Source: an optimization exercise on an open RTL-to-GDS flow (aim: small area, a short achievable clock period and few clock cycles). Production flows keep margins and buffers that such runs may drop.

==> inputs of xenon <==
==> flow/design.v <==
module sha2_k (
    input  wire [5:0]  t,
    output reg  [31:0] k
);
    always @(*) begin
        case (t)
            6'd0:  k = 32'h428a2f98; 6'd1:  k = 32'h71374491; 6'd2:  k = 32'hb5c0fbcf; 6'd3:  k = 32'he9b5dba5;
            6'd4:  k = 32'h3956c25b; 6'd5:  k = 32'h59f111f1; 6'd6:  k = 32'h923f82a4; 6'd7:  k = 32'hab1c5ed5;
            6'd8:  k = 32'hd807aa98; 6'd9:  k = 32'h12835b01; 6'd10: k = 32'h243185be; 6'd11: k = 32'h550c7dc3;
            6'd12: k = 32'h72be5d74; 6'd13: k = 32'h80deb1fe; 6'd14: k = 32'h9bdc06a7; 6'd15: k = 32'hc19bf174;
            6'd16: k = 32'he49b69c1; 6'd17: k = 32'hefbe4786; 6'd18: k = 32'h0fc19dc6; 6'd19: k = 32'h240ca1cc;
            6'd20: k = 32'h2de92c6f; 6'd21: k = 32'h4a7484aa; 6'd22: k = 32'h5cb0a9dc; 6'd23: k = 32'h76f988da;
            6'd24: k = 32'h983e5152; 6'd25: k = 32'ha831c66d; 6'd26: k = 32'hb00327c8; 6'd27: k = 32'hbf597fc7;
            6'd28: k = 32'hc6e00bf3; 6'd29: k = 32'hd5a79147; 6'd30: k = 32'h06ca6351; 6'd31: k = 32'h14292967;
            6'd32: k = 32'h27b70a85; 6'd33: k = 32'h2e1b2138; 6'd34: k = 32'h4d2c6dfc; 6'd35: k = 32'h53380d13;
            6'd36: k = 32'h650a7354; 6'd37: k = 32'h766a0abb; 6'd38: k = 32'h81c2c92e; 6'd39: k = 32'h92722c85;
            6'd40: k = 32'ha2bfe8a1; 6'd41: k = 32'ha81a664b; 6'd42: k = 32'hc24b8b70; 6'd43: k = 32'hc76c51a3;
            6'd44: k = 32'hd192e819; 6'd45: k = 32'hd6990624; 6'd46: k = 32'hf40e3585; 6'd47: k = 32'h106aa070;
            6'd48: k = 32'h19a4c116; 6'd49: k = 32'h1e376c08; 6'd50: k = 32'h2748774c; 6'd51: k = 32'h34b0bcb5;
            6'd52: k = 32'h391c0cb3; 6'd53: k = 32'h4ed8aa4a; 6'd54: k = 32'h5b9cca4f; 6'd55: k = 32'h682e6ff3;
            6'd56: k = 32'h748f82ee; 6'd57: k = 32'h78a5636f; 6'd58: k = 32'h84c87814; 6'd59: k = 32'h8cc70208;
            6'd60: k = 32'h90befffa; 6'd61: k = 32'ha4506ceb; 6'd62: k = 32'hbef9a3f7; default: k = 32'hc67178f2;
        endcase
    end
endmodule
module sha2_round (
    input  wire [255:0] st_in,    
    input  wire [31:0]  kw,
    output wire [255:0] st_out
);
    wire [31:0] a = st_in[255:224];
    wire [31:0] b = st_in[223:192];
    wire [31:0] c = st_in[191:160];
    wire [31:0] d = st_in[159:128];
    wire [31:0] e = st_in[127:96];
    wire [31:0] f = st_in[95:64];
    wire [31:0] g = st_in[63:32];
    wire [31:0] h = st_in[31:0];
    wire [31:0] big_s0 = {a[1:0], a[31:2]} ^ {a[12:0], a[31:13]} ^ {a[21:0], a[31:22]};
    wire [31:0] big_s1 = {e[5:0], e[31:6]} ^ {e[10:0], e[31:11]} ^ {e[24:0], e[31:25]};
    wire [31:0] ch     = (e & f) ^ (~e & g);
    wire [31:0] maj    = (a & b) ^ (a & c) ^ (b & c);
    function [63:0] csa(input [31:0] x, input [31:0] y, input [31:0] z);
        csa = {x ^ y ^ z, ((x & y) | (x & z) | (y & z)) << 1};
    endfunction
    wire [63:0] a1 = csa(h, kw, ch);
    wire [63:0] a2 = csa(big_s0, big_s1, maj);
    wire [63:0] a3 = csa(a1[63:32], a1[31:0], a2[63:32]);
    wire [63:0] a4 = csa(a3[63:32], a3[31:0], a2[31:0]);
    wire [31:0] a_new = a4[63:32] + a4[31:0];
    wire [63:0] e1 = csa(d, h, kw);
    wire [63:0] e2 = csa(e1[63:32], e1[31:0], ch);
    wire [63:0] e3 = csa(e2[63:32], e2[31:0], big_s1);
    wire [31:0] e_new = e3[63:32] + e3[31:0];
    assign st_out = {a_new, a, b, c, e_new, e, f, g};
endmodule
module sha2_stream (
    input  wire         clk,
    input  wire         rst,           
    input  wire         in_valid,
    output wire         in_ready,
    input  wire [31:0]  in_data,
    input  wire [2:0]   in_nbytes,     
    input  wire         in_last,
    input  wire         in_sha224,     
    output wire         out_valid,
    input  wire         out_ready,
    output wire [255:0] out_digest
);
    localparam integer FB = 7;         
    localparam [2:0] S_IDLE = 3'd0,    
                     S_P1   = 3'd1,    
                     S_P2   = 3'd2,    
                     S_RND  = 3'd3,
                     S_UPD  = 3'd4,
                     S_OUT  = 3'd5;
    localparam [255:0] IV_256 = {32'h6a09e667, 32'hbb67ae85, 32'h3c6ef372, 32'ha54ff53a,
                                 32'h510e527f, 32'h9b05688c, 32'h1f83d9ab, 32'h5be0cd19};
    localparam [255:0] IV_224 = {32'hc1059ed8, 32'h367cd507, 32'h3070dd17, 32'hf70e5939,
                                 32'hffc00b31, 32'h68581511, 32'h64f98fa7, 32'hbefa4fa4};
    reg [8*FB-1:0] fb;         
    reg [2:0]   cnt;           
    reg         lastin;        
    reg         first;         
    reg         nxt224;        
    reg         padz;          
    reg         lenblk;        
    reg [3:0]   widx;          
    reg [19:0]  mlen;          
    wire        data_av = (cnt >= 3'd4);
    wire        w_av    = padz | data_av | lastin;
    wire [31:0] fhead   = fb[8*FB-1 -: 32];
    reg  [31:0] padw;
    always @(*) begin
        case (cnt[1:0])
            2'd0: padw = 32'h80000000;
            2'd1: padw = {fhead[31:24], 24'h800000};
            2'd2: padw = {fhead[31:16], 16'h8000};
            default: padw = {fhead[31:8], 8'h80};
        endcase
    end
    wire        len_w  = padz & lenblk & (widx == 4'd15);
    wire [31:0] word   = padz ? (len_w ? {9'b0, mlen, 3'b0} : 32'h0)
                       : (data_av ? fhead : padw);
    reg [2:0]   state;
    reg [5:0]   t;
    reg [5:0]   kn;            
    reg         fin;           
    reg         got0;          
    reg         newmsg;        
    reg         m224;          
    reg         cur224;        
    reg [31:0]  a, b, c, d, e, f, g, h;
    reg [31:0]  kw;            
    reg [31:0]  x [0:15];      
    reg [31:0]  ha [0:3];      
    reg [31:0]  he [0:3];
    wire in_rnd = (state == S_RND);
    wire want_s = (state == S_IDLE) | (state == S_P1) | (state == S_P2) |
                  (in_rnd & ((t <= 6'd13) | ((t == 6'd63) & ~fin))) |
                  ((state == S_UPD) & got0 & ~fin) | ((state == S_OUT) & ~got0);
    wire want   = want_s;
    wire take   = want & w_av;
    wire adv    = ~(in_rnd & (t <= 6'd13) & ~w_av);    
    assign in_ready = ~lastin & ((cnt <= 3'd3) | (want_s & data_av & ~padz));
    wire        accept = in_valid & in_ready;
    wire [2:0]  nb     = (in_nbytes > 3'd4) ? 3'd4 : in_nbytes;
    wire        popd   = take & ~padz & data_av;
    wire        popz   = take & ~padz & ~data_av;    
    wire [2:0]  base   = popd ? cnt - 3'd4 : (popz ? 3'd0 : cnt);
    wire [8*FB-1:0] fsh = popd ? {fb[8*FB-33:0], 32'b0} : fb;
    reg  [8*FB-1:0] fnext;
    integer i, k;
    always @(*) begin
        fnext = fsh;
        if (accept)
            for (i = 0; i < FB; i = i + 1)
                for (k = 0; k < 4; k = k + 1)
                    if (k < nb && base + k == i)
                        fnext[8*FB-1-8*i -: 8] = in_data[31-8*k -: 8];
    end
    always @(posedge clk) begin
        fb <= fnext;
        if (rst) begin
            cnt    <= 3'd0;
            lastin <= 1'b0;
            first  <= 1'b1;
            padz   <= 1'b0;
            lenblk <= 1'b0;
            widx   <= 4'd0;
            mlen   <= 20'd0;
        end else begin
            cnt <= base + (accept ? nb : 3'd0);
            if (accept) begin
                first <= in_last;
                if (first) nxt224 <= in_sha224;
                if (in_last) lastin <= 1'b1;
            end
            if (take) begin
                widx <= widx + 4'd1;
                if (padz) begin
                    if (widx == 4'd15) begin
                        if (lenblk) begin
                            padz   <= 1'b0;
                            lenblk <= 1'b0;
                            mlen   <= 20'd0;
                        end else
                            lenblk <= 1'b1;
                    end
                end else if (data_av) begin
                    mlen <= mlen + 20'd4;
                end else begin
                    mlen   <= mlen + {18'b0, cnt[1:0]};
                    padz   <= 1'b1;
                    lenblk <= (widx != 4'd14);
                    lastin <= 1'b0;
                end
            end
        end
    end
    wire [255:0] st_next;
    sha2_round u_round (
        .st_in ({a, b, c, d, e, f, g, h}),
        .kw    (kw),
        .st_out(st_next)
    );
    wire [31:0] k_t;
    sha2_k u_k (.t(kn), .k(k_t));
    wire [31:0] sm_s0 = {x[1][6:0], x[1][31:7]} ^ {x[1][17:0], x[1][31:18]} ^ (x[1] >> 3);
    wire [31:0] sm_s1 = {x[14][16:0], x[14][31:17]} ^ {x[14][18:0], x[14][31:19]} ^ (x[14] >> 10);
    wire [31:0] w_sch = sm_s1 + x[9] + sm_s0 + x[0];
    wire        use_w = ~in_rnd | (t <= 6'd13) | (t == 6'd63);
    wire [31:0] x_in  = use_w ? word : w_sch;
    wire [31:0] kw_next = k_t + x[15];
    wire [31:0] sum_a = ha[3] + a;
    wire [31:0] sum_e = he[3] + e;
    wire        ring  = (in_rnd & (t >= 6'd61)) | (state == S_UPD);
    wire        start_msg = ((state == S_IDLE) | (state == S_OUT)) & take;
    wire        ring_iv   = (state == S_P2) & newmsg;
    wire        x_en = (in_rnd & adv) | take;
    always @(posedge clk) begin
        if (x_en) begin
            for (i = 0; i < 15; i = i + 1)
                x[i] <= x[i + 1];
            x[15] <= x_in;
        end
        if (in_rnd & adv) begin
            {a, b, c, d, e, f, g, h} <= st_next;
        end else if (state == S_UPD) begin
            {a, b, c, d} <= {sum_a, ha[0], ha[1], ha[2]};
            {e, f, g, h} <= {sum_e, he[0], he[1], he[2]};
        end else if (start_msg) begin
            {a, b, c, d, e, f, g, h} <= nxt224 ? IV_224 : IV_256;
        end
        if (ring) begin
            ha[0] <= sum_a; ha[1] <= ha[0]; ha[2] <= ha[1]; ha[3] <= ha[2];
            he[0] <= sum_e; he[1] <= he[0]; he[2] <= he[1]; he[3] <= he[2];
        end else if (ring_iv) begin
            {ha[0], ha[1], ha[2], ha[3], he[0], he[1], he[2], he[3]} <= m224 ? IV_224 : IV_256;
        end
        if ((in_rnd & adv) | (((state == S_P2) | (state == S_UPD)) & take)) begin
            kw <= kw_next;
            kn <= (in_rnd && kn == 6'd0) ? 6'd0 : kn + 6'd1;
        end
        if (start_msg)
            m224 <= nxt224;
        if (ring_iv)
            cur224 <= m224;
        if (rst) begin
            state <= S_IDLE;
            t     <= 6'd0;
            kn    <= 6'd0;
            fin   <= 1'b0;
            got0  <= 1'b0;
            newmsg <= 1'b0;
        end else begin
            case (state)
            S_IDLE: if (take) begin
                newmsg <= 1'b1;
                state  <= S_P2;
            end
            S_P1:   if (take) state <= S_P2;
            S_P2:   if (take) begin
                newmsg <= 1'b0;
                state  <= S_RND;
            end
            S_RND: if (adv) begin
                t <= t + 6'd1;
                if (take & padz & len_w)
                    fin <= 1'b1;
                if (t == 6'd63) begin
                    got0  <= take;
                    state <= S_UPD;
                end
            end
            S_UPD: begin
                if (fin) begin
                    fin   <= 1'b0;
                    state <= S_OUT;
                end else if (!got0)
                    state <= S_P1;
                else if (take)
                    state <= S_RND;
                else
                    state <= S_P2;
            end
            S_OUT: begin
                if (take) begin
                    got0   <= 1'b1;
                    newmsg <= 1'b1;
                end
                if (out_ready) begin
                    got0  <= 1'b0;
                    state <= (got0 | take) ? S_P2 : S_IDLE;
                end
            end
            default: state <= S_IDLE;
            endcase
        end
    end
    assign out_valid  = (state == S_OUT);
    assign out_digest = {ha[0], ha[1], ha[2], ha[3], he[0], he[1], he[2],
                         cur224 ? 32'h0 : he[3]};
endmodule
==> flow/run.sh <==
#!/bin/bash
# synth_recipe.tcl (not shown) runs the flow's synth.tcl, then flattens the netlist and writes it again
# the make line also repeats each setting of config.mk as NAME=value (left out here)
make -C /OpenROAD-flow-scripts/flow DESIGN_CONFIG=/design/flow/config.mk WORK_HOME=/design/flow/orfs CLKGATE_MAP_FILE= SYNTH_SCRIPT=/design/flow/synth_recipe.tcl finish
==> flow/config.mk <==
export PLATFORM = sky130hd
export DESIGN_NAME = sha2_stream
export DESIGN_NICKNAME = sha2_stream
export VERILOG_FILES = /design/flow/design.v
export SDC_FILE = /design/flow/constraint.sdc
export NUM_CORES = 4
export LEC_CHECK = 0
export CAP_MARGIN = 20
export CORE_MARGIN = 2
export CORE_UTILIZATION = 25
export PLACE_DENSITY = 0.45
export SLEW_MARGIN = 20
==> flow/constraint.sdc <==
create_clock -name core_clock -period 10.0 [get_ports {clk}]
set_input_delay 2.0000 -clock core_clock [delete_from_list [all_inputs] [get_ports {clk}]]
set_output_delay 2.0000 -clock core_clock [all_outputs]
set_load 0.01 [all_outputs]
==> ember: changes against xenon <==
--- a/flow/config.mk
+++ b/flow/config.mk
@@ -7,6 +7,7 @@
 export LEC_CHECK = 0
+export ABC_AREA = 1
 export CAP_MARGIN = 20
 export CORE_MARGIN = 2
-export CORE_UTILIZATION = 25
-export PLACE_DENSITY = 0.45
+export CORE_UTILIZATION = 45
+export PLACE_DENSITY = 0.6
 export SLEW_MARGIN = 20
==> qor summary <==
| item | xenon | ember |
|---|---|---|
| Sequential share of the synthesized area | 52.03% | 49.89% |
| Number of antenna violations at the first check in global routing | 15 | 8 |
| Cell Rows | 189 | 143 |
| Met2 capacity usage during global routing | 25.02% | 44.19% |
| Total length of routed wires | 244.7 mm | 253.2 mm |
| Normalized max-slew margin | 14.17% | 25.06% |
| Final period demand of the worst path | 6780 ps | 5905 ps |
| Number of vias per cell after detailed routing | 4.911 | 5.637 |
| Floorplan core area | 264600 um2 | 152400 um2 |
| Startpoint of the worst-slack reg-to-reg timing path | e[27]$_DFFE_PP_ | e[1]$_DFFE_PP_ |
| Clock Skew | 51.79 ps | 77.74 ps |
| Result of the run | timing/DRC/antenna clean | timing/DRC/antenna clean |
| Drt initial violations | 5009 | 6712 |
| Most frequent standard cell in the layout excluding fill and tap cells | sky130_fd_sc_hd__edfxtp_1 | sky130_fd_sc_hd__nand2_1 |
| First-pass iteration count of the detailed router | 10 | 6 |
Function was not checked in any run of this note: the RTL went through the layout flow alone.

-- re-timing with driven ports --
No port has a modelled driver above. Below, the same layouts with a new extraction and two added sets of constraints.
Step 1, drivers: a clkbuf_16 drives clk and a buf_2 each remaining input, both assumed.
Step 2 adds t to the input delays and takes it off the output delays; t is the mean of the earliest and latest rising clock arrival at the registers after step 1. Input paths then give back, and output paths get back, about the clock's delay inside the block.
a / b / c = ideal ports / drivers / drivers and shift; a / b = the first two.
| run | t (ns) | setup WS [ns] | worst setup path after step 2 | clock arrival spread, ns | cell pins on the clock port's net |
|---|---|---|---|---|---|
| xenon | 0.898 | 3.220 / 3.131 / 3.893 | register to register | 0.051 / 0.052 | 1 |
| ember | 0.842 | 4.095 / 4.009 / 4.066 | input to register | 0.078 / 0.078 | 1 |
After both steps every run listed still meets setup and hold. For ember, which loses most, drivers alone change the setup slack by -0.086 ns; drivers and shift together by -0.029 ns.
